From an optimization exercise on the open Yosys and OpenROAD flow, aimed at small area; shortcuts taken in it are not production practice.
Only simulation tests tie the RTL to the original design; equivalence was not proved.
Power is estimated from default activity; no workload was simulated.

==> flow/design.v <==
module pc_crc16_step (
  input  wire [15:0] crc_in,
  input  wire [7:0]  data,
  output wire [15:0] crc_out
);
  wire n0;
  wire n1;
  wire n2;
  wire n3;
  wire n5;
  wire n6;
  wire n7;
  wire n19;
  pc_xor2 u_n0 (.a(crc_in[8]), .b(data[0]), .y(n0));
  pc_xor2 u_n1 (.a(crc_in[9]), .b(data[1]), .y(n1));
  pc_xor2 u_n2 (.a(crc_in[10]), .b(data[2]), .y(n2));
  pc_xor2 u_n3 (.a(crc_in[11]), .b(data[3]), .y(n3));
  pc_xor2 u_n4 (.a(crc_in[12]), .b(data[4]), .y(crc_out[4]));
  pc_xor2 u_n5 (.a(crc_in[13]), .b(data[5]), .y(n5));
  pc_xor2 u_n6 (.a(crc_in[14]), .b(data[6]), .y(n6));
  pc_xor2 u_n7 (.a(crc_in[15]), .b(data[7]), .y(n7));
  pc_xor2 u_n8 (.a(n0), .b(crc_out[4]), .y(crc_out[0]));
  pc_xor2 u_n9 (.a(n1), .b(n5), .y(crc_out[1]));
  pc_xor2 u_n10 (.a(n2), .b(n6), .y(crc_out[2]));
  pc_xor2 u_n11 (.a(n3), .b(n7), .y(crc_out[3]));
  pc_xor2 u_n12 (.a(crc_out[0]), .b(n5), .y(crc_out[5]));
  pc_xor2 u_n13 (.a(crc_out[1]), .b(n6), .y(crc_out[6]));
  pc_xor2 u_n14 (.a(crc_out[2]), .b(n7), .y(crc_out[7]));
  pc_xor2 u_n15 (.a(crc_in[0]), .b(crc_out[3]), .y(crc_out[8]));
  pc_xor2 u_n16 (.a(crc_in[1]), .b(crc_out[4]), .y(crc_out[9]));
  pc_xor2 u_n17 (.a(crc_in[2]), .b(n5), .y(crc_out[10]));
  pc_xor2 u_n18 (.a(crc_in[3]), .b(n6), .y(crc_out[11]));
  pc_xor2 u_n19 (.a(crc_in[4]), .b(crc_out[0]), .y(n19));
  pc_xor2 u_n20 (.a(n19), .b(n7), .y(crc_out[12]));
  pc_xor2 u_n21 (.a(crc_in[5]), .b(crc_out[1]), .y(crc_out[13]));
  pc_xor2 u_n22 (.a(crc_in[6]), .b(crc_out[2]), .y(crc_out[14]));
  pc_xor2 u_n23 (.a(crc_in[7]), .b(crc_out[3]), .y(crc_out[15]));
endmodule
module pc_xor2 (input wire a, input wire b, output wire y);
  assign y = a ^ b;
endmodule
module pc_xnor2 (input wire a, input wire b, output wire y);
  assign y = ~(a ^ b);
endmodule
module pc_inv (input wire a, output wire y);
  assign y = ~a;
endmodule
module pc_nand2b (input wire an, input wire b, output wire y);
  assign y = ~(~an & b);
endmodule
module pc_mux2i (input wire s, input wire a0, input wire a1, output wire y);
  assign y = ~(s ? a1 : a0);
endmodule
module pc_ha (input wire a, input wire b, output wire c, output wire s);
  assign {c, s} = {1'b0, a} + {1'b0, b};
endmodule
module pc_ao22 (input wire a1, input wire a2, input wire b1, input wire b2, output wire y);
  assign y = (a1 & a2) | (b1 & b2);
endmodule
module pc_ao221 (input wire a1, input wire a2, input wire b1, input wire b2, input wire c1,
                 output wire y);
  assign y = (a1 & a2) | (b1 & b2) | c1;
endmodule
module pc_aoi222 (input wire a1, input wire a2, input wire b1, input wire b2,
                  input wire c1, input wire c2, output wire y);
  assign y = ~((a1 & a2) | (b1 & b2) | (c1 & c2));
endmodule
module pc_nand2 (input wire a, input wire b, output wire y);
  assign y = ~(a & b);
endmodule
module pc_crc16_frame (
  input  wire [7:0]  b2,
  input  wire [7:0]  b3,
  input  wire [7:0]  b4,
  output wire [15:0] crc
);
  wire n0;
  wire n1;
  wire n2;
  wire n3;
  wire n4;
  wire n5;
  wire n6;
  wire n7;
  wire n8;
  wire n9;
  wire n10;
  wire n11;
  wire n12;
  wire n13;
  wire n14;
  wire n15;
  wire n16;
  wire n17;
  wire n18;
  wire n19;
  wire n20;
  wire n21;
  wire n22;
  wire n23;
  wire n24;
  wire n25;
  wire n26;
  wire n27;
  wire n32;
  wire n34;
  wire n35;
  wire n37;
  wire n38;
  wire n40;
  wire n41;
  wire n43;
  wire n45;
  wire n47;
  wire n48;
  wire n50;
  wire n51;
  wire n53;
  wire n54;
  wire n56;
  wire n58;
  pc_xor2 u_n0 (.a(b2[3]), .b(b3[3]), .y(n0));
  pc_xor2 u_n1 (.a(b2[1]), .b(b3[1]), .y(n1));
  pc_xor2 u_n2 (.a(b2[6]), .b(b3[6]), .y(n2));
  pc_xor2 u_n3 (.a(b3[0]), .b(b4[4]), .y(n3));
  pc_xor2 u_n4 (.a(b2[5]), .b(b3[5]), .y(n4));
  pc_xor2 u_n5 (.a(b2[4]), .b(b3[4]), .y(n5));
  pc_xor2 u_n6 (.a(b2[2]), .b(b3[2]), .y(n6));
  pc_xor2 u_n7 (.a(b2[7]), .b(b3[7]), .y(n7));
  pc_xor2 u_n8 (.a(n1), .b(n6), .y(n8));
  pc_xor2 u_n9 (.a(b2[6]), .b(b4[0]), .y(n9));
  pc_xor2 u_n10 (.a(b2[0]), .b(b4[5]), .y(n10));
  pc_xor2 u_n11 (.a(n0), .b(n6), .y(n11));
  pc_xor2 u_n12 (.a(n2), .b(n7), .y(n12));
  pc_xor2 u_n13 (.a(n3), .b(n9), .y(n13));
  pc_xor2 u_n14 (.a(b4[2]), .b(b4[6]), .y(n14));
  pc_xor2 u_n15 (.a(b2[7]), .b(b4[1]), .y(n15));
  pc_xor2 u_n16 (.a(b2[0]), .b(n7), .y(n16));
  pc_xor2 u_n17 (.a(n4), .b(n5), .y(n17));
  pc_xor2 u_n18 (.a(n0), .b(n5), .y(n18));
  pc_xor2 u_n19 (.a(n2), .b(n4), .y(n19));
  pc_xor2 u_n20 (.a(b4[3]), .b(b4[7]), .y(n20));
  pc_xor2 u_n21 (.a(n3), .b(n16), .y(n21));
  pc_xor2 u_n22 (.a(n14), .b(n19), .y(n22));
  pc_xor2 u_n23 (.a(n1), .b(n10), .y(n23));
  pc_xor2 u_n24 (.a(n13), .b(n18), .y(n24));
  pc_xor2 u_n25 (.a(b4[5]), .b(n15), .y(n25));
  pc_xor2 u_n26 (.a(n17), .b(n25), .y(n26));
  pc_xor2 u_n27 (.a(n12), .b(n20), .y(n27));
  pc_xnor2 u_n28 (.a(b3[1]), .b(n26), .y(crc[1]));
  pc_xor2 u_n29 (.a(b3[2]), .b(n22), .y(crc[2]));
  pc_xnor2 u_n30 (.a(b3[3]), .b(n27), .y(crc[3]));
  pc_xor2 u_n31 (.a(b3[4]), .b(n21), .y(crc[4]));
  pc_xor2 u_n32 (.a(b3[5]), .b(n23), .y(n32));
  pc_xnor2 u_n33 (.a(n24), .b(n32), .y(crc[5]));
  pc_xor2 u_n34 (.a(b3[6]), .b(b4[6]), .y(n34));
  pc_xor2 u_n35 (.a(n34), .b(n8), .y(n35));
  pc_xor2 u_n36 (.a(n26), .b(n35), .y(crc[6]));
  pc_xor2 u_n37 (.a(b3[7]), .b(b4[7]), .y(n37));
  pc_xor2 u_n38 (.a(n37), .b(n11), .y(n38));
  pc_xor2 u_n39 (.a(n22), .b(n38), .y(crc[7]));
  pc_xor2 u_n40 (.a(b2[0]), .b(b3[0]), .y(n40));
  pc_xor2 u_n41 (.a(n40), .b(n18), .y(n41));
  pc_xnor2 u_n42 (.a(n27), .b(n41), .y(crc[8]));
  pc_xor2 u_n43 (.a(n1), .b(n17), .y(n43));
  pc_xnor2 u_n44 (.a(n21), .b(n43), .y(crc[9]));
  pc_xor2 u_n45 (.a(n10), .b(n8), .y(n45));
  pc_xnor2 u_n46 (.a(n19), .b(n45), .y(crc[10]));
  pc_xor2 u_n47 (.a(b2[1]), .b(b4[6]), .y(n47));
  pc_xor2 u_n48 (.a(n47), .b(n11), .y(n48));
  pc_xnor2 u_n49 (.a(n12), .b(n48), .y(crc[11]));
  pc_xor2 u_n50 (.a(b2[2]), .b(b4[7]), .y(n50));
  pc_xor2 u_n51 (.a(n50), .b(n13), .y(n51));
  pc_xnor2 u_n52 (.a(n16), .b(n51), .y(crc[12]));
  pc_xor2 u_n53 (.a(b2[3]), .b(b3[0]), .y(n53));
  pc_xor2 u_n54 (.a(n15), .b(n53), .y(n54));
  pc_xor2 u_n55 (.a(n23), .b(n54), .y(crc[13]));
  pc_xor2 u_n56 (.a(b2[4]), .b(n14), .y(n56));
  pc_xnor2 u_n57 (.a(n8), .b(n56), .y(crc[14]));
  pc_xor2 u_n58 (.a(b2[5]), .b(n20), .y(n58));
  pc_xnor2 u_n59 (.a(n11), .b(n58), .y(crc[15]));
  pc_inv u_i0 (.a(n24), .y(crc[0]));
endmodule
module pitchcomm_engine (
  input  wire        clk,
  input  wire        rst,         
  input  wire        bus_valid,
  input  wire        bus_write,
  input  wire [7:0]  bus_addr,
  input  wire [3:0]  bus_be,
  input  wire [31:0] bus_wdata,
  output wire [31:0] bus_rdata,
  output wire        bus_fault
);
  localparam [7:0] MAGIC   = 8'hCC;
  localparam [7:0] VERSION = 8'h01;
  localparam [2:0] S_OK          = 3'd0;
  localparam [2:0] S_BAD_LENGTH  = 3'd1;
  localparam [2:0] S_BAD_MAGIC   = 3'd2;
  localparam [2:0] S_VERSION     = 3'd3;
  localparam [2:0] S_CHECKSUM    = 3'd4;
  localparam [2:0] S_DUPLICATE   = 3'd5;
  localparam [2:0] S_ILLEGAL     = 3'd7;
  genvar g;
  reg [15:0] ck_acc;
  reg [7:0]  txseq;
  reg        tx_ok;                  
  reg [7:0]  txb2, txb3, txb4;       
  reg [63:0] rxb;                    
  reg [31:0] rxlen;
  reg        rx_ok;                  
  reg [7:0]  rx_cmd, rx_code, rx_seq;
  reg [31:0] now;
  reg        valid;                  
  reg [7:0]  last_seq, last_cmd;
  reg [31:0] last_time;
  reg [2:0]  result;
  reg        err;
  wire [5:0] widx = bus_addr[7:2];
  wire rd_map = (widx != 6'd0) && (widx <= 6'd11 || (widx >= 6'd16 && widx <= 6'd31));
  wire wr_map = (widx == 6'd0) || (widx == 6'd8) || (widx == 6'd9) ||
                (widx >= 6'd24 && widx <= 6'd31);
  wire acc_ok = (bus_be == 4'b1111) && (bus_addr[1:0] == 2'b00) &&
                (bus_write ? wr_map : rd_map);
  wire fault_now = bus_valid && !acc_ok;
  wire wr_ok     = bus_valid && bus_write && acc_ok;
  assign bus_fault = fault_now;
  wire we_cmd   = wr_ok && !bus_addr[5];
  wire we_now   = wr_ok && !bus_addr[6] && bus_addr[5] && !bus_addr[2];
  wire we_rxlen = wr_ok && !bus_addr[6] && bus_addr[2];
  wire we_rxbuf = wr_ok && bus_addr[6];
  wire [7:0] op   = bus_wdata[31:24];
  wire [7:0] op_a = bus_wdata[23:16];
  wire [7:0] op_b = bus_wdata[15:8];
  wire [7:0] op_c = bus_wdata[7:0];
  wire za = (op_a == 8'h00);
  wire zb = (op_b == 8'h00);
  wire zc = (op_c == 8'h00);
  wire is_nop      = (op == 8'h00) && za && zb && zc;
  wire is_ck_init  = (op == 8'h01) && za && zb && zc;
  wire is_ck_upd   = (op == 8'h02) && za && zb;
  wire is_enc_next = (op == 8'h10) && zc;
  wire is_enc_seq  = (op == 8'h11);
  wire is_seq_load = (op == 8'h12) && za && zb;
  wire is_decode   = (op == 8'h20) && za && zb && zc;
  wire is_admit    = (op == 8'h30) && zb;
  wire is_legal    = is_nop | is_ck_init | is_ck_upd | is_enc_next | is_enc_seq |
                     is_seq_load | is_decode | is_admit;
  wire        crc_tx  = bus_addr[6];    
  wire        crc_rx  = ~crc_tx;
  wire [23:0] crc_src;
  wire [23:0] tx_src = {txb4, txb3, txb2};
  generate
    for (g = 0; g < 24; g = g + 1) begin : g_csrc
      pc_ao22 u_m (.a1(tx_src[g]), .a2(crc_tx), .b1(rxb[16 + g]), .b2(crc_rx), .y(crc_src[g]));
    end
  endgenerate
  wire [15:0] fcrc;
  pc_crc16_frame u_fcrc (.b2(crc_src[7:0]), .b3(crc_src[15:8]), .b4(crc_src[23:16]),
                         .crc(fcrc));
  wire [15:0] crc_eq;                  
  wire [15:0] rx56 = {rxb[47:40], rxb[55:48]};
  generate
    for (g = 0; g < 16; g = g + 1) begin : g_ceq
      pc_xnor2 u_x (.a(fcrc[g]), .b(rx56[g]), .y(crc_eq[g]));
    end
  endgenerate
  wire [2:0] dec_result =
      (rxlen != 32'd7)       ? S_BAD_LENGTH :
      (rxb[7:0] != MAGIC)    ? S_BAD_MAGIC  :
      (rxb[15:8] != VERSION) ? S_VERSION    :
      !(&crc_eq)             ? S_CHECKSUM   : S_OK;
  wire [31:0] tx_x;                    
  generate
    for (g = 1; g < 32; g = g + 1) begin : g_x
      pc_xor2 u_x (.a(now[g]), .b(last_time[g]), .y(tx_x[g]));
    end
  endgenerate
  assign tx_x[0] = 1'b0;               
  wire [9:0] bw;                       
  pc_nand2b u_b1 (.an(now[0]), .b(last_time[0]), .y(bw[1]));    
  generate
    for (g = 1; g < 9; g = g + 1) begin : g_bw
      if (g % 2 == 1) begin : g_odd
        pc_mux2i u_m (.s(tx_x[g]), .a0(bw[g]), .a1(now[g]), .y(bw[g+1]));
      end else begin : g_even
        pc_mux2i u_m (.s(tx_x[g]), .a0(bw[g]), .a1(last_time[g]), .y(bw[g+1]));
      end
    end
  endgenerate
  assign bw[0] = 1'b0;                 
  wire [8:2] dlo;
  generate
    for (g = 2; g < 9; g = g + 1) begin : g_d
      if (g % 2 == 1) begin : g_odd
        pc_xnor2 u_d (.a(tx_x[g]), .b(bw[g]), .y(dlo[g]));
      end else begin : g_even
        pc_xor2 u_d (.a(tx_x[g]), .b(bw[g]), .y(dlo[g]));
      end
    end
  endgenerate
  wire [31:9] hi_eq;
  pc_xor2 u_h9 (.a(tx_x[9]), .b(bw[9]), .y(hi_eq[9]));    
  wire [30:9] gn;                      
  generate
    for (g = 9; g < 31; g = g + 1) begin : g_hi
      pc_nand2b u_g (.an(now[g]), .b(last_time[g]), .y(gn[g]));
      pc_xor2   u_e (.a(tx_x[g+1]), .b(gn[g]), .y(hi_eq[g+1]));
    end
  endgenerate
  wire in_window = ~(&dlo[8:4] & (dlo[3] | dlo[2])) & (&hi_eq);
  wire [15:0] pair_eq;                 
  wire [15:0] pair_in = {op_a, op_c};
  wire [15:0] pair_st = {last_cmd, last_seq};
  generate
    for (g = 0; g < 16; g = g + 1) begin : g_peq
      pc_xnor2 u_x (.a(pair_in[g]), .b(pair_st[g]), .y(pair_eq[g]));
    end
  endgenerate
  wire is_dup = valid & (&pair_eq) & in_window;
  wire nrst    = ~rst;
  wire do_ck   = we_cmd & (is_ck_init | is_ck_upd);
  wire do_seq  = we_cmd & (is_seq_load | is_enc_next);
  wire do_enc  = we_cmd & (is_enc_next | is_enc_seq);
  wire do_rx   = we_cmd & is_decode & (dec_result == S_OK);
  wire do_adm  = we_cmd & is_admit & ~is_dup;
  wire [2:0] cmd_result =
      !is_legal            ? S_ILLEGAL   :
      is_decode            ? dec_result  :
      (is_admit && is_dup) ? S_DUPLICATE : S_OK;
  wire [15:0] ck_next, ck_d;
  pc_crc16_step u_ck_step (.crc_in(ck_acc), .data(op_c), .crc_out(ck_next));
  wire h_ck = nrst & ~do_ck;
  wire l_ck = nrst & we_cmd & is_ck_upd;
  wire set_ck = rst | (we_cmd & is_ck_init);
  generate
    for (g = 0; g < 16; g = g + 1) begin : g_ck
      pc_ao221 u_d (.a1(ck_acc[g]), .a2(h_ck), .b1(ck_next[g]), .b2(l_ck), .c1(set_ck),
                    .y(ck_d[g]));
    end
  endgenerate
  wire [7:0] inc;
  wire [7:0] inc_c;
  assign inc[0]   = ~txseq[0];
  assign inc_c[1] = txseq[0];
  generate
    for (g = 1; g < 7; g = g + 1) begin : g_inc
      pc_ha u_h (.a(txseq[g]), .b(inc_c[g]), .c(inc_c[g+1]), .s(inc[g]));
    end
  endgenerate
  pc_xor2 u_inc7 (.a(txseq[7]), .b(inc_c[7]), .y(inc[7]));
  assign inc_c[0] = 1'b0;              
  wire [7:0] seq_new;
  wire       sel_c = ~is_enc_next;
  generate
    for (g = 0; g < 8; g = g + 1) begin : g_sn
      pc_ao22 u_m (.a1(inc[g]), .a2(is_enc_next), .b1(op_c[g]), .b2(sel_c), .y(seq_new[g]));
    end
  endgenerate
  wire h_seq = nrst & ~do_seq;
  wire l_seq = nrst & do_seq;
  wire h_enc = ~do_enc;
  wire [7:0] txseq_d, txb4_d, txb2_d, txb3_d;
  generate
    for (g = 0; g < 8; g = g + 1) begin : g_tx
      pc_ao22 u_s (.a1(txseq[g]), .a2(h_seq), .b1(seq_new[g]), .b2(l_seq), .y(txseq_d[g]));
      pc_ao22 u_4 (.a1(txb4[g]), .a2(h_enc), .b1(seq_new[g]), .b2(do_enc), .y(txb4_d[g]));
      pc_ao22 u_2 (.a1(txb2[g]), .a2(h_enc), .b1(op_a[g]), .b2(do_enc), .y(txb2_d[g]));
      pc_ao22 u_3 (.a1(txb3[g]), .a2(h_enc), .b1(op_b[g]), .b2(do_enc), .y(txb3_d[g]));
    end
  endgenerate
  wire [7:0] we_rx;
  generate
    for (g = 0; g < 8; g = g + 1) begin : g_werx
      assign we_rx[g] = we_rxbuf & (bus_addr[4:2] == g);
    end
  endgenerate
  wire [63:0] rxb_d;
  generate
    for (g = 0; g < 64; g = g + 1) begin : g_rxb
      pc_ao22 u_d (.a1(rxb[g]), .a2(nrst & ~we_rx[g / 8]), .b1(bus_wdata[g % 8]),
                   .b2(nrst & we_rx[g / 8]), .y(rxb_d[g]));
    end
  endgenerate
  wire h_len = nrst & ~we_rxlen;
  wire l_len = nrst & we_rxlen;
  wire h_now = nrst & ~we_now;
  wire l_now = nrst & we_now;
  wire [31:0] rxlen_d, now_d, lt_d;
  wire h_adm = ~do_adm;
  generate
    for (g = 0; g < 32; g = g + 1) begin : g_w32
      pc_ao22 u_l (.a1(rxlen[g]), .a2(h_len), .b1(bus_wdata[g]), .b2(l_len), .y(rxlen_d[g]));
      pc_ao22 u_n (.a1(now[g]), .a2(h_now), .b1(bus_wdata[g]), .b2(l_now), .y(now_d[g]));
      pc_ao22 u_t (.a1(last_time[g]), .a2(h_adm), .b1(now[g]), .b2(do_adm), .y(lt_d[g]));
    end
  endgenerate
  wire h_rx = ~do_rx;
  wire [23:0] rxf_d;
  wire [23:0] rxf_q = {rx_cmd, rx_code, rx_seq};
  wire [23:0] rxf_src = {rxb[23:16], rxb[31:24], rxb[39:32]};    
  generate
    for (g = 0; g < 24; g = g + 1) begin : g_rxf
      pc_ao22 u_d (.a1(rxf_q[g]), .a2(h_rx), .b1(rxf_src[g]), .b2(do_rx), .y(rxf_d[g]));
    end
  endgenerate
  wire [15:0] last_d;
  generate
    for (g = 0; g < 16; g = g + 1) begin : g_last
      pc_ao22 u_d (.a1(pair_st[g]), .a2(h_adm), .b1(pair_in[g]), .b2(do_adm), .y(last_d[g]));
    end
  endgenerate
  always @(posedge clk) begin
    ck_acc    <= ck_d;
    txseq     <= txseq_d;
    tx_ok     <= nrst & (tx_ok | do_enc);
    txb2      <= txb2_d;
    txb3      <= txb3_d;
    txb4      <= txb4_d;
    rxb       <= rxb_d;
    rxlen     <= rxlen_d;
    now       <= now_d;
    rx_ok     <= nrst & (rx_ok | do_rx);
    {rx_cmd, rx_code, rx_seq} <= rxf_d;
    valid     <= nrst & (valid | do_adm);
    {last_cmd, last_seq} <= last_d;
    last_time <= lt_d;
    result    <= rst ? S_OK : (we_cmd ? cmd_result : result);
    err       <= nrst & (err | fault_now | (we_cmd & ~is_legal));
  end
  wire a6 = bus_addr[6], a5 = bus_addr[5], a4 = bus_addr[4], a3 = bus_addr[3], a2 = bus_addr[2];
  wire [2:0] bi = bus_addr[4:2];
  wire [7:0] sR, sT;
  generate
    for (g = 0; g < 8; g = g + 1) begin : g_sel
      assign sR[g] = a6 & a5 & (bi == g);
      assign sT[g] = a6 & ~a5 & (bi == g) & tx_ok;
    end
  endgenerate
  wire s_now    = ~a6 & a5 & ~a3 & ~a2;
  wire s_rxlen  = ~a6 & a5 & ~a3 & a2;
  wire s_dds    = ~a6 & a5 & a3 & ~a2 & valid;
  wire s_lt     = ~a6 & a5 & a3 & a2 & valid;
  wire s_status = ~a6 & ~a5 & ~a4 & ~a3;           
  wire s_config = ~a6 & ~a5 & ~a4 & a3 & ~a2;
  wire s_window = ~a6 & ~a5 & ~a4 & a3 & a2;
  wire s_preset = ~a6 & ~a5 & a4 & ~a3 & ~a2;
  wire s_ck     = ~a6 & ~a5 & a4 & ~a3 & a2;
  wire s_txseq  = ~a6 & ~a5 & a4 & a3 & ~a2;
  wire s_rxf    = ~a6 & ~a5 & a4 & a3 & a2 & rx_ok;
  wire [31:0] kconst = ({32{s_config}} & 32'h0001CC73) | ({32{s_window}} & 32'h000001F4) |
                       ({32{s_preset}} & 32'h0000FFFF) | ({32{sT[0]}} & 32'h000000CC) |
                       ({32{sT[1]}} & 32'h00000001) | ({32{s_dds}} & 32'h00010000);
  wire [3:0] status_lo = {result[2] & result[1], result};
  generate
    for (g = 0; g < 8; g = g + 1) begin : g_rd_lo
      wire [6:0] t;
      pc_aoi222 u0 (.a1(sR[0]), .a2(rxb[g]),      .b1(sR[1]), .b2(rxb[8 + g]),  .c1(sR[2]), .c2(rxb[16 + g]), .y(t[0]));
      pc_aoi222 u1 (.a1(sR[3]), .a2(rxb[24 + g]), .b1(sR[4]), .b2(rxb[32 + g]), .c1(sR[5]), .c2(rxb[40 + g]), .y(t[1]));
      pc_aoi222 u2 (.a1(sR[6]), .a2(rxb[48 + g]), .b1(sR[7]), .b2(rxb[56 + g]), .c1(sT[2]), .c2(txb2[g]),    .y(t[2]));
      pc_aoi222 u3 (.a1(sT[3]), .a2(txb3[g]),     .b1(sT[4]), .b2(txb4[g]),     .c1(sT[5]), .c2(fcrc[8 + g]), .y(t[3]));
      pc_aoi222 u4 (.a1(sT[6]), .a2(fcrc[g]),     .b1(s_ck),  .b2(ck_acc[g]),   .c1(s_txseq), .c2(txseq[g]), .y(t[4]));
      pc_aoi222 u5 (.a1(s_rxf), .a2(rx_seq[g]),   .b1(s_now), .b2(now[g]),      .c1(s_rxlen), .c2(rxlen[g]), .y(t[5]));
      if (g < 4) begin : g_st
        pc_aoi222 u6 (.a1(s_dds), .a2(last_seq[g]), .b1(s_lt), .b2(last_time[g]), .c1(s_status), .c2(status_lo[g]), .y(t[6]));
        assign bus_rdata[g] = ~(&t) | kconst[g];
      end else begin : g_nst
        wire t7, t8;
        pc_nand2 u7 (.a(s_dds), .b(last_seq[g]), .y(t7));
        pc_nand2 u8 (.a(s_lt), .b(last_time[g]), .y(t8));
        assign bus_rdata[g] = ~(&t[5:0] & t7 & t8) | kconst[g];
      end
    end
  endgenerate
  generate
    for (g = 8; g < 16; g = g + 1) begin : g_rd_mid
      wire [1:0] t;
      pc_aoi222 u0 (.a1(s_ck), .a2(ck_acc[g]), .b1(s_rxf), .b2(rx_code[g - 8]), .c1(s_now), .c2(now[g]), .y(t[0]));
      pc_aoi222 u1 (.a1(s_rxlen), .a2(rxlen[g]), .b1(s_dds), .b2(last_cmd[g - 8]), .c1(s_lt), .c2(last_time[g]), .y(t[1]));
      if (g == 8) begin : g_err
        wire t2;
        pc_nand2 u2 (.a(s_status), .b(err), .y(t2));
        assign bus_rdata[g] = ~(&t & t2) | kconst[g];
      end else begin : g_nerr
        assign bus_rdata[g] = ~(&t) | kconst[g];
      end
    end
  endgenerate
  generate
    for (g = 16; g < 24; g = g + 1) begin : g_rd_hi
      wire t0, t1;
      pc_aoi222 u0 (.a1(s_now), .a2(now[g]), .b1(s_rxlen), .b2(rxlen[g]), .c1(s_lt), .c2(last_time[g]), .y(t0));
      pc_nand2  u1 (.a(s_rxf), .b(rx_cmd[g - 16]), .y(t1));
      assign bus_rdata[g] = ~(t0 & t1) | kconst[g];
    end
  endgenerate
  generate
    for (g = 24; g < 32; g = g + 1) begin : g_rd_top
      wire t0;
      pc_aoi222 u0 (.a1(s_now), .a2(now[g]), .b1(s_rxlen), .b2(rxlen[g]), .c1(s_lt), .c2(last_time[g]), .y(t0));
      assign bus_rdata[g] = ~t0;
    end
  endgenerate
endmodule
==> flow/flow/run.sh <==
#!/bin/bash
# The standard layout (standard.sh, unchanged synthesis), with two changes:
# - the port buffers are the smallest buffer cell (buf_1) instead of the one
#   buffer_ports picks by default;
# - clock tree synthesis uses clkbuf_8 buffers in larger sink clusters and
#   inserts no dummy loads.
# standard.sh's full output goes to standard.log; ORFS's per-step logs are in
# orfs/logs/.
set -euo pipefail
export BUFFER_PORTS_ARGS="-buffer_cell sky130_fd_sc_hd__buf_1"
export CTS_ARGS="-sink_clustering_enable -repair_clock_nets -dont_use_dummy_load -buf_list sky130_fd_sc_hd__clkbuf_8 -sink_clustering_size 16 -sink_clustering_max_diameter 60"
bash standard.sh > standard.log 2>&1
==> flow/standard.sh <==
#!/bin/bash
# synth_recipe.tcl (not shown) runs the flow's synth.tcl, then flattens the netlist and writes it again
# the make line also repeats each setting of config.mk as NAME=value (left out here)
make -C /OpenROAD-flow-scripts/flow DESIGN_CONFIG=/design/flow/config.mk WORK_HOME=/design/flow/orfs CLKGATE_MAP_FILE= SYNTH_SCRIPT=/design/flow/synth_recipe.tcl "${@:-finish}"
==> flow/config.mk <==
export PLATFORM = sky130hd
export DESIGN_NAME = pitchcomm_engine
export DESIGN_NICKNAME = pitchcomm_engine
export VERILOG_FILES = /design/flow/design.v
export SDC_FILE = /design/flow/constraint.sdc
export NUM_CORES = 4
export LEC_CHECK = 0
export CAP_MARGIN = 20
export CORE_MARGIN = 2
export CORE_UTILIZATION = 40
export SLEW_MARGIN = 20
export SYNTH_HIERARCHICAL = 1
==> flow/constraint.sdc <==
create_clock -name core_clock -period 8.0 [get_ports {clk}]
set_input_delay 1.6000 -clock core_clock [delete_from_list [all_inputs] [get_ports {clk}]]
set_output_delay 1.6000 -clock core_clock [all_outputs]
set_load 0.01 [all_outputs]
==> results.tsv, run 1 <==
stage	metric	value	unit
cells_and_area	Layout Nets	1302	
clocking	clk sinks	255	
floorplanning	Starting Density	0.409	
clocking	CTS tree	done	
synthesis	cell taking the most area after synthesis	dfxtp_1	
cells_and_area	fillers	2804	
global_route	first-pass GRT wire length	69.5	mm
floorplanning	core area	28900	sq um
placed_design	hpwl dp	34.8	mm
worst_setup_path	Max Fanout on Critical Path	16	
run	max cap viols	0	
worst_setup_path	Critical R2R Capture	last_seq[4]	
synthesis	EDFF count, synth	0	
floorplanning	Site Rows	62	
synthesis	cell with the most instances after synthesis	a22o_1	
clocking	Max Root-Sink Buffers	3	
synthesis	Cell Area, Synth	11800	sq um
synthesis	Netlist cell types	50	
worst_setup_path	CP startpoint kind	input port	
routing	routed vias/inst	6.69	
clocking	H-tree levels	1	
power_and_ir_drop	Power Density	165	nW/um^2
global_route	Total GRT Usage	0.302	
worst_setup_path	Critical Path Source	bus_addr[6]	
power_and_ir_drop	Max VDD drop	103	uV
power_and_ir_drop	Pleak	5.31	nW
synthesis	Async SR Flop Fraction	0	
worst_setup_path	reg2reg start	now[1]	
sta	Final TNS setup	0	ns
sta	Fin Hold WS	0.473	ns
worst_setup_path	kind of critical path	in2out	
cells_and_area	post-layout util	0.456	
sta	Final Setup Violations	0	
floorplanning	I/O pin cnt	81	
synthesis	top post-synthesis cells by area	dfxtp_1, a22o_1, xor2_1	
routing	Vias	10900	
sta	Final Max Slew Viols	0	
sta	Final Skew	0.0756	ns
routing	Iteration-0 DRC Markers	1679	
cells_and_area	share of cells above drive strength 1	0.0586	
worst_setup_path	CP arrival	5.14	ns
synthesis	Synth top area share	0.433	
worst_setup_path	CP Capture Point	bus_rdata[7]	
worst_setup_path	minimum setup slack among reg-to-reg paths	2.06	ns
synthesis	cells after synthesis	1122	
clocking	post-cts sizing count	0	
floorplanning	die width	176	um
synthesis	YS warnings	7	
routing	Post-DRT Antenna Nets	0	
sta	min Tclk post-route	6.74	ns
synthesis	syn_area_per_cell	10.5	sq um
worst_setup_path	Register-to-Register Path Depth	17	
clocking	Reg clk slew, reported paths	0.10	ns
floorplanning	Die H	176	um
routing	DR pass1 iterations	9	
sta	f_max	148	MHz
sta	RSZ-0062 raised after global routing	no	
min_path	worst min path class	reg2reg	
routing	# DRC	0	
placed_design	GPL Wtd Cong	1.07	
cells_and_area	Layout area overhead	11.6	%
worst_setup_path	type of destination of the critical path	primary output	
placed_design	port bufs	80	
synthesis	Synth Register Bits	255	
cells_and_area	n_diodes	0	
global_route	largest net degree at the start of global routing	51	
run_status	status	finished clean	
synthesis	ys flop type	dfxtp_1	
synthesis	sequential fraction of the synthesis area	0.433	
routing	Routed wire per std cell	29.3	um
sta	Worst Tran Pin Value	1.07	ns
clocking	CTS root buf	clkbuf_8	
global_route	vias in the first global route	10032	
worst_setup_path	Critical Path RT	6.40	ns
sta	headroom to the max-slew limit	0.281	
clocking	Num CTS Buffers	27	
routing	wirelength, routed	47.7	mm
synthesis	Net Count, Synth	1176	
global_route	total gr overflow	0	
clocking	Post-CTS Setup Bufs	0	
clocking	Clk Latency, worst-skew pair	0.60	ns
sta	Final Hold Viols	0	
clocking	Hold Buf Count CTS	0	
global_route	initial antenna violation count	0	
synthesis	Commonest cells post-synth	a22o_1, dfxtp_1, xor2_1	
floorplanning	die area	30900	sq um
sta	Final Cycle Share	0.843	
## cell usage in the layout (no fill, tap or decap), types with 3 or more instances in the layout
cell type,synthesis,final
o21ai_0,3,3
mux2i_1,8,8
nand2_1,45,45
buf_4,0,26
xnor2_1,45,45
inv_1,23,22
or4_1,9,9
a222oi_1,84,84
nor2_1,47,45
nand2b_1,27,27
nor2b_1,3,3
buf_1,1,80
xor2_1,133,133
nor3_1,11,7
nor3_2,0,4
clkbuf_8,0,27
a221o_1,16,16
or2_2,6,6
nor4_1,16,14
a22o_1,264,264
nand3_1,20,20
nand4_1,33,33
dfxtp_1,255,255
ha_1,6,6
a21oi_1,13,13
or3_1,12,12
## critical path: stages
cell and delay, ns:
buf_1 0.09, inv_1 0.43, buf_4 0.31, a22o_1 0.21, xor2_1 0.34, xor2_1 0.36, xor2_1 0.25, xor2_1 0.14
a222oi_1 0.62, nand4_1 0.21, or3_1 0.43, buf_1 0.15
## state kept, by name, summed over array words and instances, names as in the netlist, 3 cells and up
register and count:
ck_acc 16, last_cmd 8, last_seq 8, last_time 32
now 32, result 3, rx_cmd 8, rx_code 8
rx_seq 8, rxb 64, rxlen 32, txb2 8
txb3 8, txb4 8, txseq 8
## cell families after synthesis
kind of cell | share of synthesized area
AND/OR/NAND/NOR | 0.109
flip-flops | 0.433
XOR/XNOR | 0.132
buffers and inverters | 0.0102
multiplexers | 0.00679
adder cells (fa/ha/maj) | 0.00637
AO/OA/AOI/OAI | 0.302
## worst min-delay path by stage
stage	startpoint	end	slack, ns	depth (start not counted)
after detailed placement	tx_ok	tx_ok	0.46	2
after global placement	tx_ok	tx_ok	0.45	2
final	tx_ok	tx_ok	0.47	2
after CTS	tx_ok	tx_ok	0.47	2
after floorplan	rx_ok	rx_ok	0.43	2
after global routing	rx_cmd[6]	rx_cmd[6]	0.51	1
## cell type report
| cell class | instances | area, sq um | share of cell area |
|---|---|---|---|
| Tap cell | 384 | 480 | 0.0365 |
| Timing Repair Buffer | 106 | 495 | 0.0376 |
| Inverter | 23 | 86.3 | 0.00656 |
| Clock buffer | 27 | 372 | 0.0282 |
| Multi-Input combinational cell | 835 | 6620 | 0.503 |
| Sequential cell | 255 | 5100 | 0.388 |
## per-layer routing
layer,part of all wire,track usage,up-vias
met4,0.041,0.108,0
li1,-,-,4783
met5,0,0,-
met2,0.43,0.460,628
met1,0.44,0.430,5390
met3,0.094,0.0494,99
## power breakdown
part,internal (mW),switching [mW]
registers,1.27,0.00990
logic,0.0412,0.110
clock network,0.298,0.437
## modules after synthesis, one instance, submodules excluded, a selection
module / flops+latches / times used / cells
pitchcomm_engine: 255 / 1 / 525
pc_ha: 0 / 6 / 1
pc_ao221: 0 / 16 / 1
pc_aoi222: 0 / 84 / 1
pc_mux2i: 0 / 8 / 1
pc_ao22: 0 / 264 / 1
pc_xnor2: 0 / 45 / 1
pc_xor2: 0 / 133 / 1
pc_nand2b: 0 / 23 / 1
pc_inv: 0 / 1 / 1
pc_nand2: 0 / 17 / 1
## metrics by stage
step / power [mW] / worst slack, ns / instance area (sq um) / instances
after detailed placement: 1.46 / 1.44 / 12800 / 1603
final: 2.17 / 1.26 / 13200 / 1630
after global placement: 1.46 / 1.37 / 12800 / 1603
after global routing: 2.24 / 1.19 / 13200 / 1630
after floorplan: 1.38 / 1.75 / 11800 / 1122
after CTS: 2.18 / 1.43 / 13200 / 1630
==> run 2: changes to the inputs <==
--- a/flow/config.mk
+++ b/flow/config.mk
@@ -9,3 +9,4 @@
 export CORE_MARGIN = 2
-export CORE_UTILIZATION = 40
+export CORE_UTILIZATION = 60
+export GPL_TIMING_DRIVEN = 0
 export SLEW_MARGIN = 20
==> results.tsv, run 2 <==
stage	metric	value	unit
run_status	status	finished clean	
routing	Routed wire per std cell	28.4	um
synthesis	ys flop type	dfxtp_1	
global_route	initial antenna violation count	0	
synthesis	Commonest cells post-synth	a22o_1, dfxtp_1, xor2_1	
sta	f_max	131	MHz
run	max cap viols	0	
cells_and_area	max reg flops	64	
floorplanning	Site Rows	51	
synthesis	EDFF count, synth	0	
sta	Final Hold Viols	0	
clocking	CTS tree	done	
global_route	total gr overflow	0	
cells_and_area	n_diodes	0	
clocking	H-tree levels	1	
power_and_ir_drop	Pleak	5.31	nW
placed_design	port bufs	79	
routing	wirelength, routed	42.8	mm
worst_setup_path	Critical Path RT	6.40	ns
placed_design	DP Worst Slack	-0.253	ns
power_and_ir_drop	Power Density	159	nW/um^2
clocking	Max Root-Sink Buffers	3	
worst_setup_path	cell chain of the critical path	clkbuf_2, clkbuf_1, inv_1, a22o_1, xor2_1, xor2_1, xor2_1, xnor2_1, a222oi_1, nand4_1, nor2_1, nand2_1, buf_1	
sta	Final Setup Violations	0	
placed_design	placed inst area	12700	sq um
global_route	Total GRT Usage	0.409	
routing	Post-DRT Antenna Nets	0	
synthesis	top post-synthesis cells by area	dfxtp_1, a22o_1, xor2_1	
clocking	Hold Buf Count CTS	0	
sta	final setup margin	0.352	ns
cells_and_area	Non-Filler Instances	1509	
synthesis	Netlist cell types	50	
power_and_ir_drop	Overall Power	2.07	mW
worst_setup_path	Max Fanout on Critical Path	27	
worst_setup_path	CP startpoint kind	input port	
routing	Vias	11006	
synthesis	YS warnings	7	
clocking	Post-CTS Setup Bufs	0	
synthesis	cell taking the most area after synthesis	dfxtp_1	
clocking	Num CTS Buffers	21	
clocking	clk sinks	255	
placed_design	hpwl dp	31.8	mm
worst_setup_path	CP most frequent cell	xor2_1	
clocking	CTS root buf	clkbuf_8	
synthesis	Synth Register Bits	255	
power_and_ir_drop	Max VDD drop	122	uV
clocking	post-cts sizing count	0	
synthesis	Cell Area, Synth	11800	sq um
placed_design	placed insts	1488	
worst_setup_path	kind of critical path	in2out	
global_route	largest net degree at the start of global routing	51	
routing	routed wire length on met3	4.42	mm
clocking	Reg clk slew, reported paths	0.08	ns
min_path	worst min path class	reg2reg	
synthesis	Net Count, Synth	1176	
floorplanning	Die H	144	um
routing	wl on met1	17.0	mm
sta	Final TNS setup	0	ns
sta	RSZ-0062 raised after global routing	no	
cells_and_area	commonest non-fill, non-tap cells in the layout	a22o_1, dfxtp_1, xor2_1	
sta	Final Max Slew Viols	0	
floorplanning	Starting Density	0.608	
routing	Iteration-0 DRC Markers	1936	
cells_and_area	Layout area overhead	10.4	%
synthesis	Async SR Flop Fraction	0	
routing	routed vias/inst	7.29	
sta	Final Cycle Share	0.956	
cells_and_area	Largest Register	rxb	
synthesis	Synth top area share	0.433	
worst_setup_path	CP peak stage delay	0.66	ns
clocking	Clk Latency, worst-skew pair	0.55	ns
floorplanning	core area	19400	sq um
cells_and_area	commonest non-fill, non-tap cell in the layout	a22o_1	
synthesis	sequential fraction of the synthesis area	0.433	
cells_and_area	post-layout util	0.671	
sta	headroom to the max-slew limit	0.162	
worst_setup_path	minimum setup slack among reg-to-reg paths	2.66	ns
worst_setup_path	CP top delay family	buffers and inverters	
synthesis	cells after synthesis	1122	
floorplanning	I/O pin cnt	81	
synthesis	syn_area_per_cell	10.5	sq um
cells_and_area	Layout Nets	1300	
routing	Top Layer Used	met4	
placed_design	GPL Wtd Cong	1.04	
floorplanning	die width	144	um
sta	Final Skew	0.0350	ns
sta	min Tclk post-route	7.65	ns
routing	met2 wire len	18.8	mm
cells_and_area	final instance area	13000	sq um
worst_setup_path	critical path buffer and inverter count	4	
worst_setup_path	type of destination of the critical path	primary output	
sta	Fin Hold WS	0.476	ns
global_route	first-pass GRT wire length	63.2	mm
cells_and_area	share of cells above drive strength 1	0.0587	
floorplanning	die area	20800	sq um
worst_setup_path	CP arrival	6.05	ns
worst_setup_path	Slowest-stage cell, CP	a222oi_1	
routing	DR pass1 iterations	8	
sta	Worst Tran Pin Value	1.26	ns
synthesis	cell with the most instances after synthesis	a22o_1	
routing	# DRC	0	
global_route	vias in the first global route	9999	
## run 2: changes by cell type in the layout (fill, tap and decap cells not counted), sizes merged
cell    previous run  this run
inv               22        23
clkbuf            27        31
buf              106       100
clkinv             1         0
## run 2: path summary, 6_finish.rpt
kind	depth (start not counted)	startpoint	endpoint
max	13	bus_addr[6]	bus_rdata[1]
min	2	tx_ok	tx_ok
max reg2reg	12	rxb[20]	rx_seq[2]
min reg2reg	2	tx_ok	tx_ok
## run 2: cell type report
cell class                      count  area [sq um]
Clock buffer                       21           289
Buffer                              9          33.8
Inverter                           23          86.3
Timing Repair Buffer              101           531
Sequential cell                   255          5100
Multi-Input combinational cell    835          6640
Tap cell                          265           332
Fill cell                        1592          6380
## run 2: per-module statistics from Yosys (local to each module, per instance), a selection
module	flops+latches	cells inside
pitchcomm_engine	255	525
pc_ha	0	1
pc_ao221	0	1
pc_aoi222	0	1
pc_mux2i	0	1
pc_ao22	0	1
pc_xnor2	0	1
pc_xor2	0	1
pc_nand2b	0	1
pc_inv	0	1
pc_nand2	0	1
## run 2: kinds of logic (layout without fill, tap and decap cells)
family | count (synthesis) | count (layout) | synth area share
AOI/OAI and AO/OA | 401 | 401 | 0.302
xor gates and xnor gates | 178 | 178 | 0.132
adders and majority gates | 6 | 6 | 0.00637
buffers and inverters | 32 | 154 | 0.0102
DFF | 255 | 255 | 0.433
muxes | 8 | 8 | 0.00679
and+or+nand+nor | 242 | 242 | 0.109
## run 2: per-layer routing
metal  global-route usage  vias up
li1                     -     4784
met4                0.195        0
met5                    0        -
met3               0.0606      155
met2                0.638      770
met1                0.559     5297
## run 2: power breakdown
| group | total (mW) | switching (mW) | internal, mW | leakage (nW) |
|---|---|---|---|---|
| combinational | 0.146 | 0.105 | 0.0409 | 3.10 |
| clock | 0.641 | 0.405 | 0.236 | 0.151 |
| sequential | 1.28 | 0.00794 | 1.27 | 2.06 |
| total | 2.07 | 0.518 | 1.55 | 5.31 |
## run 2: tightest hold or removal path: stages (launching register included)
cell and delay [ns]:
dfxtp_1 0.32, inv_1 0.06, a21oi_1 0.05
==> run 3: changes to the inputs <==
--- a/flow/config.mk
+++ b/flow/config.mk
@@ -10,3 +10,2 @@
 export CORE_UTILIZATION = 60
-export GPL_TIMING_DRIVEN = 0
 export SLEW_MARGIN = 20
==> results.tsv, run 3 <==
stage	metric	value	unit
global_route	met3 GRT Util	0.0940	
sta	Final Hold Viols	0	
worst_setup_path	CP arrival	5.11	ns
cells_and_area	Largest Register	rxb	
power_and_ir_drop	P_int	1.56	mW
power_and_ir_drop	Overall Power	2.09	mW
routing	Routed wire per std cell	29.8	um
cells_and_area	final instance area	12900	sq um
synthesis	top post-synthesis cells by area	dfxtp_1, a22o_1, xor2_1	
clocking	Post-CTS Setup Bufs	0	
global_route	vias in the first global route	10244	
cells_and_area	n_diodes	0	
worst_setup_path	stages on the worst setup path	11	
run	max cap viols	0	
worst_setup_path	CP most frequent cell	xor2_1	
clocking	H-tree levels	1	
clocking	CTS root buf	clkbuf_8	
power_and_ir_drop	Sw Share	0.254	
sta	Final Skew	0.0806	ns
global_route	GRT busiest layer	met2	
synthesis	sequential fraction of the synthesis area	0.433	
cells_and_area	commonest non-fill, non-tap cells in the layout	a22o_1, dfxtp_1, xor2_1	
routing	Vias	11265	
synthesis	area share of xor/xnor cells in the synthesized design	0.132	
worst_setup_path	CP top delay family	XOR/XNOR gates	
floorplanning	die area	20800	sq um
synthesis	Async SR Flop Fraction	0	
sta	min Tclk post-route	6.71	ns
clocking	Max Root-Sink Buffers	3	
routing	Iteration-0 DRC Markers	1768	
cells_and_area	post-layout util	0.668	
synthesis	Post-Synth Simple-Gate Area	0.109	
sta	headroom to the max-slew limit	0.389	
cells_and_area	commonest non-fill, non-tap cell in the layout	a22o_1	
sta	Final Setup Violations	0	
global_route	Total GRT Usage	0.422	
global_route	initial antenna violation count	1	
power_and_ir_drop	Comb pwr share	0.070	
power_and_ir_drop	Clk pwr share	0.317	
synthesis	Synth Area in Compound Gates	0.302	
clocking	post-cts sizing count	0	
routing	# DRC	0	
floorplanning	core area	19400	sq um
clocking	Num CTS Buffers	22	
cells_and_area	Layout Nets	1298	
sta	Final Cycle Share	0.838	
routing	routed vias/inst	7.48	
sta	f_max	149	MHz
synthesis	YS warnings	7	
synthesis	Post-Synth Adder-Cell Area	0.00637	
clocking	CTS tree	done	
worst_setup_path	critical path buffer and inverter count	3	
worst_setup_path	kind of critical path	in2out	
synthesis	multiplexer share of the synthesized area	0.00679	
synthesis	EDFF count, synth	0	
placed_design	GPL Wtd Cong	1.03	
synthesis	cell taking the most area after synthesis	dfxtp_1	
clocking	Hold Buf Count CTS	0	
worst_setup_path	Slowest-stage cell, CP	inv_1	
placed_design	placed inst area	12600	sq um
worst_setup_path	CP startpoint kind	input port	
sta	final setup margin	1.29	ns
sta	Fin Hold WS	0.471	ns
routing	DR pass1 iterations	7	
synthesis	cells after synthesis	1122	
power_and_ir_drop	NetSw	532	uW
sta	Worst Tran Pin Value	0.913	ns
synthesis	Netlist cell types	50	
worst_setup_path	type of destination of the critical path	primary output	
synthesis	Synth Register Bits	255	
power_and_ir_drop	Sequential Power Share	0.613	
global_route	first-pass GRT wire length	64.9	mm
cells_and_area	fillers	1656	
global_route	largest net degree at the start of global routing	51	
worst_setup_path	Max Fanout on Critical Path	21	
power_and_ir_drop	Max VDD drop	165	uV
synthesis	ys flop type	dfxtp_1	
cells_and_area	share of cells above drive strength 1	0.0556	
floorplanning	Starting Density	0.608	
global_route	GR Util met2	0.675	
clocking	Clk Latency, worst-skew pair	0.58	ns
worst_setup_path	Critical Path RT	6.40	ns
power_and_ir_drop	Pleak	5.28	nW
clocking	Reg clk slew, reported paths	0.10	ns
run_status	status	finished clean	
power_and_ir_drop	Power Density	162	nW/um^2
min_path	worst min path class	reg2reg	
placed_design	port bufs	80	
floorplanning	I/O pin cnt	81	
routing	wirelength, routed	44.9	mm
floorplanning	Die H	144	um
clocking	clk sinks	255	
cells_and_area	Non-Filler Instances	1507	
global_route	routing usage on met1	0.543	
routing	Post-DRT Antenna Nets	0	
synthesis	syn_area_per_cell	10.5	sq um
global_route	total gr overflow	0	
synthesis	Synth top area share	0.433	
worst_setup_path	cell chain of the critical path	buf_1, inv_1, a22o_1, xor2_1, xor2_1, xor2_1, xor2_1, a222oi_1, nand4_1, or3_1, buf_1	
cells_and_area	max reg flops	64	
placed_design	placed insts	1485	
sta	Final Max Slew Viols	0	
synthesis	Net Count, Synth	1176	
placed_design	DP Worst Slack	1.52	ns
synthesis	Commonest cells post-synth	a22o_1, dfxtp_1, xor2_1	
placed_design	hpwl dp	32.8	mm
worst_setup_path	Register-to-Register Path Depth	17	
sta	RSZ-0062 raised after global routing	no	
sta	Final TNS setup	0	ns
floorplanning	die width	144	um
synthesis	cell with the most instances after synthesis	a22o_1	
synthesis	Cell Area, Synth	11800	sq um
worst_setup_path	CP peak stage delay	0.60	ns
synthesis	largest family of logic cells by synthesized area	compound AO/OA/AOI/OAI gates	
floorplanning	Site Rows	51	
cells_and_area	Layout area overhead	9.83	%
min_path	Hold Path Stages	2	
## run 3: cell counts after synthesis
No cell type changed its count.
## run 3: cell families after synthesis
kind of cell | after synthesis
AO/OA/AOI/OAI | 401
XOR/XNOR | 178
adder cells (fa/ha/maj) | 6
buffers and inverters | 32
flip-flops | 255
multiplexers | 8
AND/OR/NAND/NOR | 242
## run 3: per-module statistics from Yosys, one instance, submodules excluded, a selection
module            times used  flip-flops and latches  area [sq um]
pc_xor2                  133                       0          8.76
pitchcomm_engine           1                     255          6550
pc_inv                     1                       0          3.75
pc_xnor2                  45                       0          8.76
pc_mux2i                   8                       0          10.0
pc_ao22                  264                       0          8.76
pc_nand2                  17                       0          3.75
pc_ao221                  16                       0          10.0
pc_nand2b                 23                       0          6.26
pc_ha                      6                       0          12.5
pc_aoi222                 84                       0          10.0
## run 3: worst paths after layout
kind	from	to	slack, ns
hold reg to reg	tx_ok	tx_ok	0.47
setup / recovery	bus_addr[6]	bus_rdata[4]	1.29
hold / removal	tx_ok	tx_ok	0.47
setup reg to reg	now[1]	last_seq[5]	2.82
## run 3: power groups by stage
stage	Combinational, mW	Sequential (mW)	Clock [mW]
floorplan	0.0700	1.31	0
global placement	0.138	1.31	0
detailed placement	0.141	1.31	0
CTS	0.141	1.28	0.666
global route	0.154	1.28	0.711
finish	0.147	1.28	0.663
## run 3: worst min-delay path, cell delays in order, from the launching register on
cell,delay [ns]
dfxtp_1,0.34
inv_1,0.05
a21oi_1,0.05
## run 3: cell type report
type	instances	area, sq um	area share
Multi-Input combinational cell	835	6620	0.511
Sequential cell	255	5100	0.394
Timing Repair Buffer	107	503	0.0388
Tap cell	265	332	0.0256
Clock buffer	22	303	0.0234
Inverter	23	86.3	0.00667
## run 3: routing by layer
metal	vias to the layer above	share of wire
met5	-	0.00029
met4	2	0.064
met3	195	0.12
met2	840	0.44
met1	5445	0.37
li1	4783	-
==> run 4: changes to the inputs <==
--- a/flow/config.mk
+++ b/flow/config.mk
@@ -7,6 +7,6 @@
 export LEC_CHECK = 0
-export CAP_MARGIN = 20
+export CAP_MARGIN = 0
 export CORE_MARGIN = 2
 export CORE_UTILIZATION = 60
-export SLEW_MARGIN = 20
+export SLEW_MARGIN = 0
 export SYNTH_HIERARCHICAL = 1
==> results.tsv, run 4 <==
stage	metric	value	unit
run_status	status	finished clean	
floorplanning	Die H	144	um
sta	Final Setup Violations	0	
worst_setup_path	type of destination of the critical path	primary output	
synthesis	sequential fraction of the synthesis area	0.433	
sta	Worst Tran Pin Value	1.24	ns
sta	Final Max Slew Viols	0	
sta	min Tclk post-route	6.71	ns
min_path	Hold Path Stages	2	
clocking	Hold Buf Count CTS	0	
cells_and_area	Layout Nets	1298	
synthesis	EDFF count, synth	0	
cells_and_area	commonest non-fill, non-tap cell in the layout	a22o_1	
clocking	CTS root buf	clkbuf_8	
sta	final setup margin	1.29	ns
sta	headroom to the max-slew limit	0.167	
synthesis	Synth Register Bits	255	
routing	# DRC	0	
synthesis	YS warnings	7	
worst_setup_path	CP arrival	5.11	ns
cells_and_area	flip-flop and latch area	5100	sq um
power_and_ir_drop	Overall Power	2.10	mW
cells_and_area	share of cells above drive strength 1	0.0556	
cells_and_area	n_diodes	0	
placed_design	GPL Wtd Cong	1.03	
routing	Vias	11274	
min_path	sink of the worst hold path	tx_ok	
routing	DR pass1 iterations	13	
placed_design	hpwl dp	32.8	mm
routing	routed vias/inst	7.48	
synthesis	cell taking the most area after synthesis	dfxtp_1	
worst_setup_path	minimum setup slack among reg-to-reg paths	2.81	ns
routing	Post-DRT Antenna Nets	0	
worst_setup_path	Max Fanout on Critical Path	21	
floorplanning	I/O pin cnt	81	
clocking	Max Root-Sink Buffers	3	
worst_setup_path	CP startpoint kind	input port	
sta	Final Hold Viols	0	
synthesis	Async SR Flop Fraction	0	
clocking	Reg clk slew, reported paths	0.10	ns
global_route	met3 GRT Util	0.0940	
worst_setup_path	Register-to-Register Path Depth	17	
cells_and_area	final instance area	12900	sq um
global_route	GRT busiest layer	met2	
floorplanning	die width	144	um
global_route	initial antenna violation count	1	
cells_and_area	fillers	1657	
worst_setup_path	Critical Path RT	6.40	ns
floorplanning	Starting Density	0.608	
power_and_ir_drop	Power Density	162	nW/um^2
synthesis	ys flop type	dfxtp_1	
synthesis	syn_area_per_cell	10.5	sq um
floorplanning	core area	19400	sq um
run	max cap viols	0	
sta	f_max	149	MHz
global_route	routing usage on met1	0.543	
clocking	Clk Latency, worst-skew pair	0.58	ns
min_path	hold path startpoint	tx_ok	
sta	Final Cycle Share	0.838	
sta	Final Skew	0.0772	ns
routing	Routed wire per std cell	29.8	um
floorplanning	die area	20800	sq um
clocking	Num CTS Buffers	22	
worst_setup_path	Critical R2R Capture	last_seq[5]	
placed_design	port bufs	80	
cells_and_area	commonest non-fill, non-tap cells in the layout	a22o_1, dfxtp_1, xor2_1	
placed_design	DP Worst Slack	1.52	ns
global_route	Total GRT Usage	0.422	
synthesis	top post-synthesis cells by area	dfxtp_1, a22o_1, xor2_1	
placed_design	placed inst area	12600	sq um
worst_setup_path	kind of critical path	in2out	
power_and_ir_drop	Max VDD drop	165	uV
global_route	first-pass GRT wire length	64.9	mm
synthesis	Synth top area share	0.433	
synthesis	cells after synthesis	1122	
sta	Final TNS setup	0	ns
clocking	H-tree levels	1	
cells_and_area	max reg flops	64	
synthesis	Commonest cells post-synth	a22o_1, dfxtp_1, xor2_1	
clocking	clk sinks	255	
global_route	total gr overflow	0	
power_and_ir_drop	Pleak	5.28	nW
global_route	vias in the first global route	10244	
clocking	Post-CTS Setup Bufs	0	
min_path	worst min path class	reg2reg	
synthesis	cell with the most instances after synthesis	a22o_1	
routing	wirelength, routed	45.0	mm
clocking	post-cts sizing count	0	
synthesis	Net Count, Synth	1176	
synthesis	Cell Area, Synth	11800	sq um
worst_setup_path	reg2reg start	now[1]	
cells_and_area	Largest Register	rxb	
synthesis	Netlist cell types	50	
cells_and_area	Layout area overhead	9.77	%
sta	RSZ-0062 raised after global routing	no	
global_route	GR Util met2	0.675	
floorplanning	Site Rows	51	
cells_and_area	area of the multi-input gates	6620	sq um
global_route	largest net degree at the start of global routing	51	
clocking	CTS tree	done	
routing	Iteration-0 DRC Markers	1772	
run 4: cell counts after synthesis:
Identical to the previous run, type by type.
run 4: logic make-up (layout without fill, tap and decap cells):
family                   count (synthesis)  count (layout)  synth area share
adder cells (fa/ha/maj)                  6               6           0.00637
AND/OR/NAND/NOR                        242             242             0.109
flip-flops                             255             255             0.433
multiplexers                             8               8           0.00679
XOR/XNOR                               178             178             0.132
buffers and inverters                   32             152            0.0102
AO/OA/AOI/OAI                          401             401             0.302
run 4: area by class of cell:
class                   count  share of cell area
clock buffers              22              0.0234
flip-flops and latches    255               0.394
repair buffers            107              0.0389
well taps                 265              0.0256
multi-input cells         835               0.511
inverters                  23             0.00667
run 4: worst max path at each step:
stage	to	from
2_1_floorplan	bus_rdata[0]	bus_addr[6]
3_3_place_gp	bus_rdata[4]	bus_addr[6]
3_5_place_dp	bus_rdata[4]	bus_addr[6]
4_1_cts	bus_rdata[4]	bus_addr[6]
5_1_grt	bus_rdata[0]	bus_addr[6]
6_report	bus_rdata[4]	bus_addr[6]
run 4: modules after synthesis, one instance, submodules excluded, excerpt:
module | flip-flops and latches | copies in the design | area [sq um]
pitchcomm_engine | 255 | 1 | 6550
pc_ha | 0 | 6 | 12.5
pc_aoi222 | 0 | 84 | 10.0
pc_ao221 | 0 | 16 | 10.0
pc_mux2i | 0 | 8 | 10.0
pc_xor2 | 0 | 133 | 8.76
pc_nand2b | 0 | 23 | 6.26
pc_inv | 0 | 1 | 3.75
pc_nand2 | 0 | 17 | 3.75
run 4: critical path, cell delays in order:
cell and delay [ns]:
buf_1 0.08, inv_1 0.60, a22o_1 0.29, xor2_1 0.35
xor2_1 0.28, xor2_1 0.46, xor2_1 0.20, a222oi_1 0.58
nand4_1 0.14, or3_1 0.37, buf_1 0.14
run 4: power by group:
group          total [mW]  internal, mW  leakage (nW)  switching (mW)
Sequential           1.28          1.27          2.06         0.00888
Combinational       0.147        0.0413          3.06           0.106
Clock               0.664         0.246         0.158           0.418
Total                2.10          1.56          5.28           0.533
run 4: per-stage QoR:
step | cells | hold WS, ns | utilization
after global placement | 1485 | 0.448 | 0.652
after floorplan | 1122 | 0.433 | -
after CTS | 1507 | 0.472 | 0.667
final | 1507 | 0.480 | 0.667
after detailed placement | 1485 | 0.458 | 0.652
after global routing | 1507 | 0.491 | 0.667
run 4: routing by layer:
| metal | up-vias | wire [um] |
|---|---|---|
| met4 | 2 | 2820 |
| met2 | 822 | 19900 |
| met3 | 190 | 5340 |
| li1 | 4779 | - |
| met1 | 5481 | 16800 |
| met5 | - | 13 |
==> run 5: changes to the inputs <==
--- a/flow/design.v
+++ b/flow/design.v
@@ -248,3 +248,3 @@
                      is_seq_load | is_decode | is_admit;
-  wire        crc_tx  = bus_addr[6];    
+  wire        crc_tx  = bus_addr[6] & ~bus_addr[5];
   wire        crc_rx  = ~crc_tx;
@@ -432,3 +432,3 @@
   wire [2:0] bi = bus_addr[4:2];
-  wire [7:0] sR, sT;
+  wire [7:0] sR, sT, sB;
   generate
@@ -437,2 +437,3 @@
       assign sT[g] = a6 & ~a5 & (bi == g) & tx_ok;
+      assign sB[g] = a6 & (bi == g) & (a5 | tx_ok);    
     end
@@ -456,11 +457,10 @@
     for (g = 0; g < 8; g = g + 1) begin : g_rd_lo
-      wire [6:0] t;
-      pc_aoi222 u0 (.a1(sR[0]), .a2(rxb[g]),      .b1(sR[1]), .b2(rxb[8 + g]),  .c1(sR[2]), .c2(rxb[16 + g]), .y(t[0]));
-      pc_aoi222 u1 (.a1(sR[3]), .a2(rxb[24 + g]), .b1(sR[4]), .b2(rxb[32 + g]), .c1(sR[5]), .c2(rxb[40 + g]), .y(t[1]));
-      pc_aoi222 u2 (.a1(sR[6]), .a2(rxb[48 + g]), .b1(sR[7]), .b2(rxb[56 + g]), .c1(sT[2]), .c2(txb2[g]),    .y(t[2]));
-      pc_aoi222 u3 (.a1(sT[3]), .a2(txb3[g]),     .b1(sT[4]), .b2(txb4[g]),     .c1(sT[5]), .c2(fcrc[8 + g]), .y(t[3]));
-      pc_aoi222 u4 (.a1(sT[6]), .a2(fcrc[g]),     .b1(s_ck),  .b2(ck_acc[g]),   .c1(s_txseq), .c2(txseq[g]), .y(t[4]));
-      pc_aoi222 u5 (.a1(s_rxf), .a2(rx_seq[g]),   .b1(s_now), .b2(now[g]),      .c1(s_rxlen), .c2(rxlen[g]), .y(t[5]));
+      wire [5:0] t;
+      pc_aoi222 u0 (.a1(sR[0]), .a2(rxb[g]),      .b1(sR[1]), .b2(rxb[8 + g]),  .c1(sB[2]), .c2(crc_src[g]),      .y(t[0]));
+      pc_aoi222 u1 (.a1(sB[3]), .a2(crc_src[8 + g]), .b1(sB[4]), .b2(crc_src[16 + g]), .c1(sR[5]), .c2(rxb[40 + g]), .y(t[1]));
+      pc_aoi222 u2 (.a1(sR[6]), .a2(rxb[48 + g]), .b1(sR[7]), .b2(rxb[56 + g]), .c1(sT[5]), .c2(fcrc[8 + g]), .y(t[2]));
+      pc_aoi222 u3 (.a1(sT[6]), .a2(fcrc[g]),     .b1(s_ck),  .b2(ck_acc[g]),   .c1(s_txseq), .c2(txseq[g]), .y(t[3]));
+      pc_aoi222 u4 (.a1(s_rxf), .a2(rx_seq[g]),   .b1(s_now), .b2(now[g]),      .c1(s_rxlen), .c2(rxlen[g]), .y(t[4]));
       if (g < 4) begin : g_st
-        pc_aoi222 u6 (.a1(s_dds), .a2(last_seq[g]), .b1(s_lt), .b2(last_time[g]), .c1(s_status), .c2(status_lo[g]), .y(t[6]));
+        pc_aoi222 u5 (.a1(s_dds), .a2(last_seq[g]), .b1(s_lt), .b2(last_time[g]), .c1(s_status), .c2(status_lo[g]), .y(t[5]));
         assign bus_rdata[g] = ~(&t) | kconst[g];
@@ -470,3 +470,3 @@
         pc_nand2 u8 (.a(s_lt), .b(last_time[g]), .y(t8));
-        assign bus_rdata[g] = ~(&t[5:0] & t7 & t8) | kconst[g];
+        assign bus_rdata[g] = ~(&t[4:0] & t7 & t8) | kconst[g];
       end
--- a/flow/config.mk
+++ b/flow/config.mk
@@ -7,6 +7,6 @@
 export LEC_CHECK = 0
-export CAP_MARGIN = 0
+export CAP_MARGIN = 20
 export CORE_MARGIN = 2
 export CORE_UTILIZATION = 60
-export SLEW_MARGIN = 0
+export SLEW_MARGIN = 20
 export SYNTH_HIERARCHICAL = 1
==> results.tsv, run 5 <==
stage	metric	value	unit
floorplanning	Die H	144	um
sta	Final Hold Viols	0	
clocking	Reg clk slew, reported paths	0.10	ns
placed_design	GPL Wtd Cong	1.07	
power_and_ir_drop	Power Density	163	nW/um^2
synthesis	Net Count, Synth	1170	
sta	Final Setup Violations	0	
global_route	first-pass GRT wire length	60.5	mm
floorplanning	Starting Density	0.607	
clocking	Clk Latency, worst-skew pair	0.56	ns
power_and_ir_drop	P_int	1.57	mW
synthesis	YS warnings	7	
sta	f_max	144	MHz
clocking	clk sinks	255	
global_route	Total GRT Usage	0.390	
power_and_ir_drop	Sw Share	0.251	
synthesis	ys flop type	dfxtp_1	
clocking	Hold Buf Count CTS	0	
clocking	Post-CTS Setup Bufs	0	
sta	RSZ-0062 raised after global routing	no	
power_and_ir_drop	Comb pwr share	0.071	
synthesis	syn_area_per_cell	10.5	sq um
min_path	worst min path class	reg2reg	
routing	wirelength, routed	41.6	mm
synthesis	Commonest cells post-synth	a22o_1, dfxtp_1, xor2_1	
floorplanning	die width	144	um
power_and_ir_drop	Max VDD drop	168	uV
synthesis	top post-synthesis cells by area	dfxtp_1, a22o_1, xor2_1	
clocking	Num CTS Buffers	23	
global_route	vias in the first global route	9738	
run_status	status	finished clean	
synthesis	Cell Area, Synth	11700	sq um
worst_setup_path	CP arrival	5.37	ns
routing	# DRC	0	
sta	Worst Tran Pin Value	1.08	ns
floorplanning	core area	19300	sq um
cells_and_area	share of cells above drive strength 1	0.0598	
floorplanning	die area	20700	sq um
worst_setup_path	Critical Path RT	6.40	ns
synthesis	cell with the most instances after synthesis	a22o_1	
global_route	initial antenna violation count	1	
routing	Post-DRT Antenna Nets	0	
routing	routed vias/inst	7.09	
cells_and_area	Layout Nets	1293	
clocking	CTS tree	done	
placed_design	hpwl dp	30.5	mm
routing	Vias	10661	
floorplanning	I/O pin cnt	81	
worst_setup_path	Slowest-stage cell, CP	inv_1	
synthesis	sequential fraction of the synthesis area	0.435	
worst_setup_path	CP peak stage delay	0.63	ns
cells_and_area	commonest non-fill, non-tap cells in the layout	a22o_1, dfxtp_1, xor2_1	
sta	Final TNS setup	0	ns
synthesis	Async SR Flop Fraction	0	
power_and_ir_drop	Clk pwr share	0.317	
synthesis	cells after synthesis	1116	
sta	Final Max Slew Viols	0	
sta	min Tclk post-route	6.97	ns
synthesis	Netlist cell types	52	
clocking	CTS root buf	clkbuf_8	
synthesis	Synth top area share	0.435	
routing	DR pass1 iterations	9	
sta	Final Skew	0.0697	ns
run	max cap viols	0	
power_and_ir_drop	Pleak	5.22	nW
cells_and_area	commonest non-fill, non-tap cell in the layout	a22o_1	
sta	Fin Hold WS	0.488	ns
synthesis	EDFF count, synth	0	
clocking	post-cts sizing count	0	
global_route	largest net degree at the start of global routing	50	
worst_setup_path	Max Fanout on Critical Path	25	
sta	headroom to the max-slew limit	0.281	
clocking	H-tree levels	1	
power_and_ir_drop	Sequential Power Share	0.613	
worst_setup_path	CP most frequent cell	xor2_1	
routing	Iteration-0 DRC Markers	1646	
worst_setup_path	cell chain of the critical path	buf_1, nand2b_1, inv_1, a22o_1, xor2_1, xor2_1, xor2_1, xor2_1, a222oi_1, nand4_1, or3_1, buf_1	
synthesis	cell taking the most area after synthesis	dfxtp_1	
routing	Routed wire per std cell	27.7	um
synthesis	Synth Register Bits	255	
worst_setup_path	kind of critical path	in2out	
cells_and_area	Largest Register	rxb	
placed_design	port bufs	80	
sta	Final Cycle Share	0.871	
power_and_ir_drop	NetSw	526	uW
worst_setup_path	CP startpoint kind	input port	
global_route	total gr overflow	0	
worst_setup_path	type of destination of the critical path	primary output	
cells_and_area	Layout area overhead	9.98	%
clocking	Max Root-Sink Buffers	3	
floorplanning	Site Rows	51	
cells_and_area	max reg flops	64	
==> run 5: cell type report <==
type                    count  area [sq um]
clock buffers              23           317
flip-flops and latches    255          5100
multi-input cells         828          6550
repair buffers            108           514
inverters                  23          86.3
diodes                      1          2.50
fillers                  1553          6430
well taps                 265           332
==> run 5: power by group through the flow <==
stage	Sequential [mW]	Clock (mW)	Combinational, mW
CTS	1.28	0.663	0.144
floorplan	1.31	0	0.0748
detailed placement	1.31	0	0.144
global placement	1.31	0	0.142
finish	1.29	0.665	0.148
global route	1.29	0.712	0.155
==> run 5: per-stage QoR <==
stage	instance area [sq um]	power [mW]	util	std cells	worst slack, ns
after floorplan	11700	1.38	-	1116	1.47
after global placement	12600	1.46	0.650	1478	1.26
after detailed placement	12600	1.46	0.651	1479	1.20
after CTS	12900	2.09	0.667	1502	1.19
after global routing	12900	2.15	0.667	1502	0.853
final	12900	2.10	0.667	1503	1.03
==> run 5: per-layer routing <==
layer	routed length, um	up-vias	track usage
met5	0	-	0
met4	2010	0	0.169
met3	3950	113	0.0546
met2	19100	670	0.629
met1	16500	5143	0.524
li1	-	4735	-
==> run 5: worst paths after layout <==
kind | from | to | slack, ns | depth (start not counted)
worst max register to register | now[1] | last_time[29] | 3.10 | 16
worst min-delay path | rxb[24] | rx_code[0] | 0.49 | 1
worst min register to register | rxb[24] | rx_code[0] | 0.49 | 1
worst max-delay path | bus_addr[5] | bus_rdata[2] | 1.03 | 12
==> run 5: critical path, delay by kind of cell <==
family          cells  cell delay [ns]
buf+inv             3             1.00
xor+xnor            4             1.14
simple gates        3             0.80
compound gates      2             0.81
==> run 5: cells by family (layout without fill, tap and decap cells) <==
group	after synthesis	count (layout)	synth area share
AOI/OAI and AO/OA	394	394	0.297
xor gates and xnor gates	179	179	0.134
adders and majority gates	6	6	0.00640
buffers and inverters	33	154	0.0117
DFF	255	255	0.435
muxes	8	8	0.00683
other	0	1	0
and+or+nand+nor	241	241	0.109
==> run 5: per-module statistics from Yosys (local to each module, per instance), excerpt <==
module	area, sq um	flops+latches
pc_inv	3.75	0
pc_mux2i	10.0	0
pc_ao221	10.0	0
pc_nand2	3.75	0
pc_ao22	8.76	0
pc_nand2b	6.26	0
pc_aoi222	10.0	0
pitchcomm_engine	6570	255
pc_xnor2	8.76	0
pc_ha	12.5	0
pc_xor2	8.76	0

Setup slack of run 5, layout unchanged: 1.032 ns with ideal ports, 1.012 ns with driving cells assumed (clock clkbuf_16, inputs buf_2), 1.012 ns with port delays also shifted by the 0.571 ns mid clock arrival.
